Context: an optimization exercise on an open-source flow, tuned for small area. The choices shown serve that exercise and are no tape-out recipe. The RTL was checked by simulation tests, not by an equivalence proof against the original design. Power figures rest on the tool's default switching activity, not on a simulated workload.

==> design/flow/config.mk <==
export PLATFORM = sky130hd
export DESIGN_NAME = me221_fe
export DESIGN_NICKNAME = me221_fe
export VERILOG_FILES = /design/flow/design.v
export SDC_FILE = /design/flow/constraint.sdc
export NUM_CORES = 4
export LEC_CHECK = 0
export ABC_AREA = 1
export CAP_MARGIN = 20
export CORE_MARGIN = 2
export CORE_UTILIZATION = 40
export SLEW_MARGIN = 20
==> design/flow/constraint.sdc <==
create_clock -name core_clock -period 8.0 [get_ports {clk}]
set_input_delay 1.6000 -clock core_clock [delete_from_list [all_inputs] [get_ports {clk}]]
set_output_delay 1.6000 -clock core_clock [all_outputs]
set_load 0.01 [all_outputs]
==> design/flow/design.v <==
module me221_ckstep (
    input  wire [7:0] a,
    input  wire [7:0] b,
    input  wire [7:0] x,
    output wire [7:0] a_next,
    output wire [7:0] b_next
);
    wire [8:0] s = {1'b0, a} + {1'b0, x};
    assign a_next = s[7:0] + {7'd0, s[8] | (&s[7:0])};
    wire [8:0] t = {1'b0, b} + {1'b0, a_next};
    assign b_next = t[7:0] + {7'd0, t[8] | (&t[7:0])};
endmodule
module me221_cke (
    input  wire        clk,
    input  wire        clr,      
    input  wire        upd,      
    input  wire [7:0]  a_n,      
    input  wire [7:0]  b_n,
    output reg  [7:0]  a,
    output reg  [7:0]  b
);
    always @(posedge clk) begin
        if (clr) begin
            a <= 8'h00;
            b <= 8'h00;
        end else if (upd) begin
            a <= a_n;
            b <= b_n;
        end
    end
endmodule
module me221_rx (
    input  wire        clk,
    input  wire        clr,         
    input  wire        push,        
    input  wire [7:0]  x,
    input  wire [7:0]  sa,          
    input  wire [7:0]  sb,
    output reg  [3:0]  phase,
    output reg  [15:0] len,
    output reg  [7:0]  typ,
    output reg  [7:0]  cls,
    output reg  [7:0]  cmd,
    output reg  [15:0] ckw,
    output reg  [7:0]  a,
    output reg  [7:0]  b,
    output reg  [15:0] pcnt,
    output wire [7:0]  status_lo   
);
    localparam [3:0] PH_MAGIC0 = 4'd0, PH_MAGIC1 = 4'd1, PH_LEN_LO = 4'd2,
                     PH_LEN_HI = 4'd3, PH_TYPE = 4'd4, PH_CLASS = 4'd5,
                     PH_CMD = 4'd6, PH_PAYLOAD = 4'd7, PH_CK_LO = 4'd8,
                     PH_CK_HI = 4'd9, PH_DONE = 4'd10, PH_ERROR = 4'd11;
    reg ovr;
    wire [15:0] pcnt_inc = pcnt + 16'd1;
    always @(posedge clk) begin
        if (clr) begin
            phase <= PH_MAGIC0;
            len <= 16'h0; typ <= 8'h0; cls <= 8'h0; cmd <= 8'h0;
            ckw <= 16'h0; a <= 8'h0; b <= 8'h0; pcnt <= 16'h0;
            ovr <= 1'b0;
        end else if (push) begin
            case (phase)
                PH_MAGIC0: phase <= (x == 8'h4D) ? PH_MAGIC1 : PH_ERROR;
                PH_MAGIC1: phase <= (x == 8'h45) ? PH_LEN_LO : PH_ERROR;
                PH_LEN_LO: begin len[7:0]  <= x; phase <= PH_LEN_HI; end
                PH_LEN_HI: begin len[15:8] <= x; phase <= PH_TYPE; end
                PH_TYPE:   begin typ <= x; a <= sa; b <= sb; phase <= PH_CLASS; end
                PH_CLASS:  begin cls <= x; a <= sa; b <= sb; phase <= PH_CMD; end
                PH_CMD: begin
                    cmd <= x; a <= sa; b <= sb;
                    phase <= (len == 16'd0) ? PH_CK_LO : PH_PAYLOAD;
                end
                PH_PAYLOAD: begin
                    a <= sa; b <= sb; pcnt <= pcnt_inc;
                    if (pcnt_inc == len) phase <= PH_CK_LO;
                end
                PH_CK_LO: begin ckw[7:0]  <= x; phase <= PH_CK_HI; end
                PH_CK_HI: begin ckw[15:8] <= x; phase <= PH_DONE; end
                default:  ovr <= 1'b1;    
            endcase
        end
    end
    wire done   = (phase == PH_DONE);
    wire magerr = (phase == PH_ERROR);
    wire typerr = (typ != 8'h00) && (typ != 8'h0F);
    wire clserr = (cls > 8'h08);
    wire cmd_in = (phase == PH_PAYLOAD) || (phase == PH_CK_LO) ||
                  (phase == PH_CK_HI)   || done;
    wire known  = ((cls == 8'h00) && (cmd == 8'h01 || cmd == 8'h02 || cmd == 8'h03)) ||
                  ((cls == 8'h04) && (cmd == 8'h00 || cmd == 8'h01));
    wire cmdunk = cmd_in && !known;
    wire ckerr  = done && (ckw != {b, a});
    wire err    = magerr | typerr | clserr | ckerr;
    assign status_lo = {err, ovr, ckerr, cmdunk, clserr, typerr, magerr, done};
endmodule
module me221_tx (
    input  wire        clk,
    input  wire        clr,         
    input  wire        set,         
    input  wire [3:0]  set_sel,
    input  wire        go,          
    input  wire        step,        
    input  wire [7:0]  x,
    input  wire [7:0]  sa,          
    input  wire [7:0]  sb,
    output reg  [3:0]  phase,
    output reg  [15:0] len,
    output reg  [7:0]  typ,
    output reg  [7:0]  cls,
    output reg  [7:0]  cmd,
    output reg  [7:0]  a,
    output reg  [7:0]  b,
    output reg  [15:0] pcnt,
    output wire        busy,
    output wire        codeok
);
    localparam [3:0] PH_MAGIC0 = 4'd0, PH_PAYLOAD = 4'd7, PH_CK_LO = 4'd8,
                     PH_CMD = 4'd6, PH_DONE = 4'd10, PH_IDLE = 4'd12;
    wire [15:0] pcnt_inc = pcnt + 16'd1;
    assign busy   = (phase <= 4'd9);
    assign codeok = (typ == 8'h00 || typ == 8'h0F) && (cls <= 8'h08);
    wire fold = (phase[3:2] == 2'b01);    
    always @(posedge clk) begin
        if (clr) begin
            phase <= PH_IDLE;
            len <= 16'h0; typ <= 8'h0; cls <= 8'h0; cmd <= 8'h0;
            a <= 8'h0; b <= 8'h0; pcnt <= 16'h0;
        end else if (set) begin
            case (set_sel)
                4'd1: len[7:0]  <= x;
                4'd2: typ       <= x;
                4'd3: cls       <= x;
                4'd4: cmd       <= x;
                4'd9: len[15:8] <= x;
                default: ;
            endcase
        end else if (go) begin
            phase <= PH_MAGIC0;
            a <= 8'h0; b <= 8'h0; pcnt <= 16'h0;
        end else if (step) begin
            if (fold) begin
                a <= sa;
                b <= sb;
            end
            case (phase)
                PH_CMD: phase <= (len == 16'd0) ? PH_CK_LO : PH_PAYLOAD;
                PH_PAYLOAD: begin
                    pcnt <= pcnt_inc;
                    if (pcnt_inc == len) phase <= PH_CK_LO;
                end
                default: phase <= phase + 4'd1;
            endcase
        end
    end
endmodule
module me221_fe (
    input  wire        clk,
    input  wire        rst,          
    input  wire        cmd_valid,
    input  wire [15:0] cmd,
    output reg         resp_valid,
    output reg  [17:0] resp          
);
    localparam [3:0] OP_NOP = 4'h0, OP_CK_CLR = 4'h1, OP_CK_UPD = 4'h2,
                     OP_CK_RD = 4'h3, OP_RX_RST = 4'h4, OP_RX_PUSH = 4'h5,
                     OP_RX_RD = 4'h6, OP_TX_SET = 4'h7, OP_TX_GO = 4'h8,
                     OP_TX_STEP = 4'h9, OP_TX_RD = 4'hA, OP_TX_RST = 4'hB;
    localparam [4:0] S_ZERO = 5'd0,  S_CKE = 5'd1,
                     S_RXST = 5'd2,  S_RXPUSH = 5'd3, S_RXLEN = 5'd4,
                     S_RXTYP = 5'd5, S_RXCLS = 5'd6,  S_RXCMD = 5'd7,
                     S_RXCKW = 5'd8, S_RXBA = 5'd9,   S_RXPCNT = 5'd10,
                     S_TXST = 5'd11, S_TXLEN = 5'd12, S_TXTYP = 5'd13,
                     S_TXCLS = 5'd14, S_TXCMD = 5'd15, S_TXBA = 5'd16,
                     S_TXPCNT = 5'd17, S_TXSTEP = 5'd18,
                     S_ILLEGAL = 5'd30, S_REFUSED = 5'd31;
    wire [3:0] op   = cmd[15:12];
    wire [3:0] sel  = cmd[11:8];
    wire [7:0] data = cmd[7:0];
    wire sel_zero  = (sel == 4'h0);
    wire data_zero = (data == 8'h00);
    reg legal;
    always @(*) begin
        case (op)
            OP_NOP, OP_CK_CLR, OP_CK_RD, OP_RX_RST, OP_TX_GO, OP_TX_RST:
                legal = sel_zero && data_zero;
            OP_CK_UPD, OP_RX_PUSH, OP_TX_STEP:
                legal = sel_zero;
            OP_RX_RD:  legal = (sel < 4'd8) && data_zero;
            OP_TX_RD:  legal = (sel < 4'd7) && data_zero;
            OP_TX_SET: legal = (sel == 4'd1) || (sel == 4'd2) || (sel == 4'd3) ||
                               (sel == 4'd4) || (sel == 4'd9);
            default:   legal = 1'b0;
        endcase
    end
    wire do_cmd = cmd_valid && legal;
    wire [7:0]  ck_a, ck_b;
    wire [3:0]  rx_phase;
    wire [15:0] rx_len, rx_ckw, rx_pcnt;
    wire [7:0]  rx_typ, rx_cls, rx_cmd, rx_a, rx_b, rx_st;
    wire [3:0]  tx_phase;
    wire [15:0] tx_len, tx_pcnt;
    wire [7:0]  tx_typ, tx_cls, tx_cmd, tx_a, tx_b;
    wire        tx_busy, tx_codeok;
    wire refused = (op == OP_TX_SET  && tx_busy) ||
                   (op == OP_TX_GO   && (tx_busy || !tx_codeok)) ||
                   (op == OP_TX_STEP && !tx_busy);
    wire ok = do_cmd && !refused;
    wire [7:0] tx_fold_byte = (tx_phase[1:0] == 2'd0) ? tx_typ :
                              (tx_phase[1:0] == 2'd1) ? tx_cls :
                              (tx_phase[1:0] == 2'd2) ? tx_cmd : data;
    wire [7:0] st_a = op[3] ? tx_a : op[2] ? rx_a : ck_a;
    wire [7:0] st_b = op[3] ? tx_b : op[2] ? rx_b : ck_b;
    wire [7:0] st_x = op[3] ? tx_fold_byte : data;
    wire [7:0] sa, sb;
    me221_ckstep u_step (.a(st_a), .b(st_b), .x(st_x), .a_next(sa), .b_next(sb));
    me221_cke u_cke (
        .clk(clk), .clr(rst || (ok && op == OP_CK_CLR)),
        .upd(ok && op == OP_CK_UPD),
        .a_n(sa), .b_n(sb), .a(ck_a), .b(ck_b)
    );
    me221_rx u_rx (
        .clk(clk), .clr(rst || (ok && op == OP_RX_RST)),
        .push(ok && op == OP_RX_PUSH), .x(data), .sa(sa), .sb(sb),
        .phase(rx_phase), .len(rx_len), .typ(rx_typ), .cls(rx_cls),
        .cmd(rx_cmd), .ckw(rx_ckw), .a(rx_a), .b(rx_b), .pcnt(rx_pcnt),
        .status_lo(rx_st)
    );
    me221_tx u_tx (
        .clk(clk), .clr(rst || (ok && op == OP_TX_RST)),
        .set(ok && op == OP_TX_SET), .set_sel(sel),
        .go(ok && op == OP_TX_GO), .step(ok && op == OP_TX_STEP),
        .x(data), .sa(sa), .sb(sb),
        .phase(tx_phase), .len(tx_len), .typ(tx_typ), .cls(tx_cls),
        .cmd(tx_cmd), .a(tx_a), .b(tx_b), .pcnt(tx_pcnt),
        .busy(tx_busy), .codeok(tx_codeok)
    );
    reg [4:0] src_n;
    always @(*) begin
        if (!legal)       src_n = S_ILLEGAL;
        else if (refused) src_n = S_REFUSED;
        else begin
            case (op)
                OP_CK_UPD, OP_CK_RD: src_n = S_CKE;
                OP_RX_PUSH:          src_n = S_RXPUSH;
                OP_RX_RD:            src_n = S_RXST + {2'b00, sel[2:0]} +
                                             ((sel[2:0] != 3'd0) ? 5'd1 : 5'd0);
                OP_TX_STEP:          src_n = S_TXSTEP;
                OP_TX_RD:            src_n = S_TXST + {2'b00, sel[2:0]};
                default:             src_n = S_ZERO;
            endcase
        end
    end
    reg [4:0] src;
    reg [3:0] q;
    reg [7:0] x;
    always @(posedge clk) begin
        resp_valid <= cmd_valid && !rst;
        src <= src_n;
        q   <= op[3] ? tx_phase : rx_phase;
        x   <= data;
    end
    reg [7:0] tx_byte;
    always @(*) begin
        case (q)
            4'd0: tx_byte = 8'h4D;
            4'd1: tx_byte = 8'h45;
            4'd2: tx_byte = tx_len[7:0];
            4'd3: tx_byte = tx_len[15:8];
            4'd4: tx_byte = tx_typ;
            4'd5: tx_byte = tx_cls;
            4'd6: tx_byte = tx_cmd;
            4'd7: tx_byte = x;
            4'd8: tx_byte = tx_a;
            default: tx_byte = tx_b;
        endcase
    end
    wire tx_done = (tx_phase == 4'd10);
    always @(*) begin
        case (src)
            S_CKE:     resp = {2'b00, ck_b, ck_a};
            S_RXST:    resp = {2'b00, 4'h0, rx_phase, rx_st};
            S_RXPUSH:  resp = {2'b00, q, rx_phase, rx_st};
            S_RXLEN:   resp = {2'b00, rx_len};
            S_RXTYP:   resp = {2'b00, 8'h00, rx_typ};
            S_RXCLS:   resp = {2'b00, 8'h00, rx_cls};
            S_RXCMD:   resp = {2'b00, 8'h00, rx_cmd};
            S_RXCKW:   resp = {2'b00, rx_ckw};
            S_RXBA:    resp = {2'b00, rx_b, rx_a};
            S_RXPCNT:  resp = {2'b00, rx_pcnt};
            S_TXST:    resp = {2'b00, 4'h0, tx_phase, 5'd0, tx_codeok, tx_busy, tx_done};
            S_TXLEN:   resp = {2'b00, tx_len};
            S_TXTYP:   resp = {2'b00, 8'h00, tx_typ};
            S_TXCLS:   resp = {2'b00, 8'h00, tx_cls};
            S_TXCMD:   resp = {2'b00, 8'h00, tx_cmd};
            S_TXBA:    resp = {2'b00, tx_b, tx_a};
            S_TXPCNT:  resp = {2'b00, tx_pcnt};
            S_TXSTEP:  resp = {2'b00, 4'h0, q, tx_byte};
            S_ILLEGAL: resp = {2'b01, 16'h0000};
            S_REFUSED: resp = {2'b10, 16'h0000};
            default:   resp = 18'h0;
        endcase
    end
endmodule
==> design/flow/run.sh <==
#!/bin/bash
# synth_recipe.tcl (not shown) runs the flow's synth.tcl, then flattens the netlist and writes it again
# the make line also repeats each setting of config.mk as NAME=value (left out here)
make -C /OpenROAD-flow-scripts/flow DESIGN_CONFIG=/design/flow/config.mk WORK_HOME=/design/flow/orfs CLKGATE_MAP_FILE= SYNTH_SCRIPT=/design/flow/synth_recipe.tcl finish
==> summary.txt <==
-- kinds of logic (layout without fill, tap and decap cells) --
group	count (synthesis)	in the layout	synth area share [%]
simple gates	1036	1036	33.3
compound gates	445	445	20.0
buf+inv	320	372	9.57
flops	203	203	30.9
fa+ha+maj	37	37	3.64
xor+xnor	36	36	2.61
other cells	0	1	0
-- Yosys cell counts, types with 30 or more instances --
cell / n / area [um^2]
nand3_1: 126 / 631
dfxtp_1: 203 / 4060
clkbuf_1: 30 / 113
o21ai_0: 107 / 536
o22ai_1: 49 / 307
nor2_1: 239 / 897
inv_1: 251 / 942
nand2_1: 565 / 2120
ha_1: 35 / 438
nand4_1: 33 / 206
a21oi_1: 187 / 936
a221oi_1: 33 / 289
-- sequential cells by signal, summed over array words and instances (netlist names) --
register,count
u_tx.phase,4
u_tx.len,16
resp_valid,1
u_rx.ovr,1
u_rx.cmd,8
u_tx.cls,8
u_cke.a,8
u_rx.pcnt,16
u_tx.cmd,8
u_tx.a,8
x,8
u_rx.b,8
u_rx.a,8
u_rx.phase,4
u_tx.pcnt,16
u_tx.b,8
u_cke.b,8
src,5
u_rx.len,16
u_rx.typ,8
q,4
u_rx.cls,8
u_rx.ckw,16
u_tx.typ,8
-- routing by layer --
| metal | wire length (um) | track usage [%] | vias up | share of wire [%] |
|---|---|---|---|---|
| met1 | 25600 | 46.5 | 6851 | 43 |
| met3 | 5010 | 5.37 | 136 | 8.5 |
| li1 | - | - | 6984 | - |
| met5 | 11 | 0 | - | 0.019 |
| met4 | 2480 | 12.9 | 2 | 4.2 |
| met2 | 26200 | 54.8 | 712 | 44 |
-- power by group through the flow --
| stage | sequential (mW) | combinational [mW] | clock, mW |
|---|---|---|---|
| finish | 1.02 | 0.257 | 1.26 |
| floorplan | 1.04 | 0.157 | 0 |
| global placement | 1.04 | 0.249 | 0 |
| CTS | 1.02 | 0.251 | 1.27 |
| global route | 1.02 | 0.281 | 1.30 |
| detailed placement | 1.04 | 0.249 | 0 |
-- stage by stage --
stage | utilization (%) | power, mW | TNS (ps) | setup WS (ps)
3_3_place_gp | 43.0 | 1.29 | 0 | 326
5_1_grt | 46.0 | 2.60 | -26.6 | -26.6
4_1_cts | 45.9 | 2.54 | 0 | 695
3_5_place_dp | 43.0 | 1.29 | 0 | 161
6_report | 46.0 | 2.54 | 0 | 597
2_1_floorplan | - | 1.20 | 0 | 1090
-- worst min-delay path, cell delays in order, from the launching register on --
cell and delay (ps):
dfxtp_1 310, nand2_1 60, a21oi_1 50
-- final cells by class --
cell class                      count  area (um^2)  share of cell area [%]
Antenna cell                        1         2.50                  0.0168
Timing Repair Buffer               61          551                    3.69
Inverter                          263          987                    6.61
Tap cell                          442          553                    3.71
Clock buffer                       34          762                    5.11
Multi-Input combinational cell   1554         7840                    52.5
Clock inverter                     14          164                    1.10
Sequential cell                   203         4060                    27.2
-- worst min path at each step --
stage                     cells past startpoint     startpoint  slack, ps       endpoint
final                                         2   u_rx.ckw[10]        460   u_rx.ckw[10]
after global routing                          2  u_tx.pcnt[13]        500  u_tx.pcnt[13]
after CTS                                     2   u_rx.ckw[10]        470   u_rx.ckw[10]
after detailed placement                      2   u_rx.ckw[10]        460   u_rx.ckw[10]
after global placement                        2    u_rx.ckw[2]        450    u_rx.ckw[2]
after floorplan                               2      u_tx.b[1]        440      u_tx.b[1]
-- repair_timing --
action | 4_1_cts | 5_1_grt
endpoints found under the hold margin | 0 | 0
gates resized for setup | 0 | 4
hold buffers | 0 | 0
endpoints found under the setup margin | 0 | 2
==> out/qor.csv <==
metric,value,unit
status,no timing/DRC/antenna violations,
hold_violations,0,
combPwrFrac,10.1,%
initial_utilization,40.5,%
cp.depth,38,
pwr-share-clk,49.8,%
drt_iter0_drc,1705,
grt_pass1_wl,86.0,mm
synth_area,13100,um^2
fin_skew,26.1,ps
power.density,170,nW/um^2
cp_data_required_time,8470,ps
syn_area_per_cell,6.33,um^2
critPathBufInv,4,
finalSetupViolCount,0,
yosysWarnings,4,
r2r-start,u_tx.phase[1],
start_kind,primary input,
insertion_delay,560,ps
fin_cells,2572,
peakVddDrop,147,uV
synthToLayoutAreaGrowth,13.6,%
grt_overflow_total,0,
cts_sinks,203,
place.port_buffers,37,
slew_headroom,26.1,%
post_cts_buffers,0,
final.period_utilization,92.5,%
critPathArrivalTime,7870,ps
syn_nets,2133,
final_max_slew_viol_count,0,
cts-buffers-inserted,26,
worst_path_max_delay_cell,clkdlybuf4s50_1,
tritoncts,built,
clkTransAtPathRegs,60,ps
ys_async_sr_fraction,0,%
antenna_left,0,
wl,59.3,mm
clock.fmax,135,MHz
drt-pass1-iter-count,6,
cp-end-kind,register,
num_rows,66,
reg2reg_slack,790,ps
crit_family,simple AND/OR/NAND/NOR gates,
drt_drc_violations_left,0,
ctsRootBufferMaster,clkbuf_16,
max_stage_delay,550,ps
dpl_cell_area,14000,um^2
critical_path.startpoint,cmd[15],
synth_seq_area_share,30.9,%
grt_use_total,34.3,%
worstSetupPathType,primary input to register,
layout_common_cells,"565 x nand2_1, 251 x inv_1, 239 x nor2_1",
worst_pin_slew,1110,ps
synthFlopType,dfxtp_1,
dpl.hpwl,46.7,mm
power.leakage,5.96,nW
crit_end,u_tx.b[7],
dieWidth,185,um
synth_edf_count,0,
hold_slack,463,ps
vias,14700,
routabilityCongestion,1.00,
p_sw,0.675,mW
synth_cell_types,58,
layout.nets,2165,
fin_crit,7400,ps
seqPwrFrac,40.1,%
design_area,14900,um^2
fillers,3462,
first_global_vias,13400,
synthCells,2077,
switching_share,26.6,%
hold_path.class,register to register,
crit_top_cell,nand2_1,
io_pins,38,
r2r_end,u_tx.b[7],
die_h,185,um
cp_max_fo,6,
die-area,34300,um^2
final_common_cell,nand2_1,
cap_violations,0,
grt_max_degree,47,
cts_buffer_depth,3,
core,32500,um^2
placedCellCount,2523,
antenna_found_initial,1,
wl_per_cell,23.0,um
ys_ff_latch,203,
post_drt_via_cell_ratio,5.71,
drive_above_1_share,5.82,%
worstRegToRegCells,39,
h-tree-depth,1,
intPower,1.86,mW

static timing again, ports no longer ideal:
Ports are ideal in the flow. The routed layout listed here was re-timed in OpenROAD.
Step 1 assumes that a clkbuf_16 drives the clock port and a buf_2 every other input.
Step 2 times the ports against the registers' clock, not the clock port: input delays grow and output delays shrink by t, the midpoint of the rising clock arrivals with the driver on.
Slacks: no drivers / after step 1 / after step 2; pairs: no drivers / after step 1.
shift t [ns]: 0.598
slack for setup (ns): 0.597 / 0.627 / 0.029
worst setup path after step 2: input to register
pins driven straight from the clock port: 1
After both steps setup and hold are still met in this run. For this run, drivers alone change the setup slack by +0.030 ns; drivers and shift together by -0.568 ns.
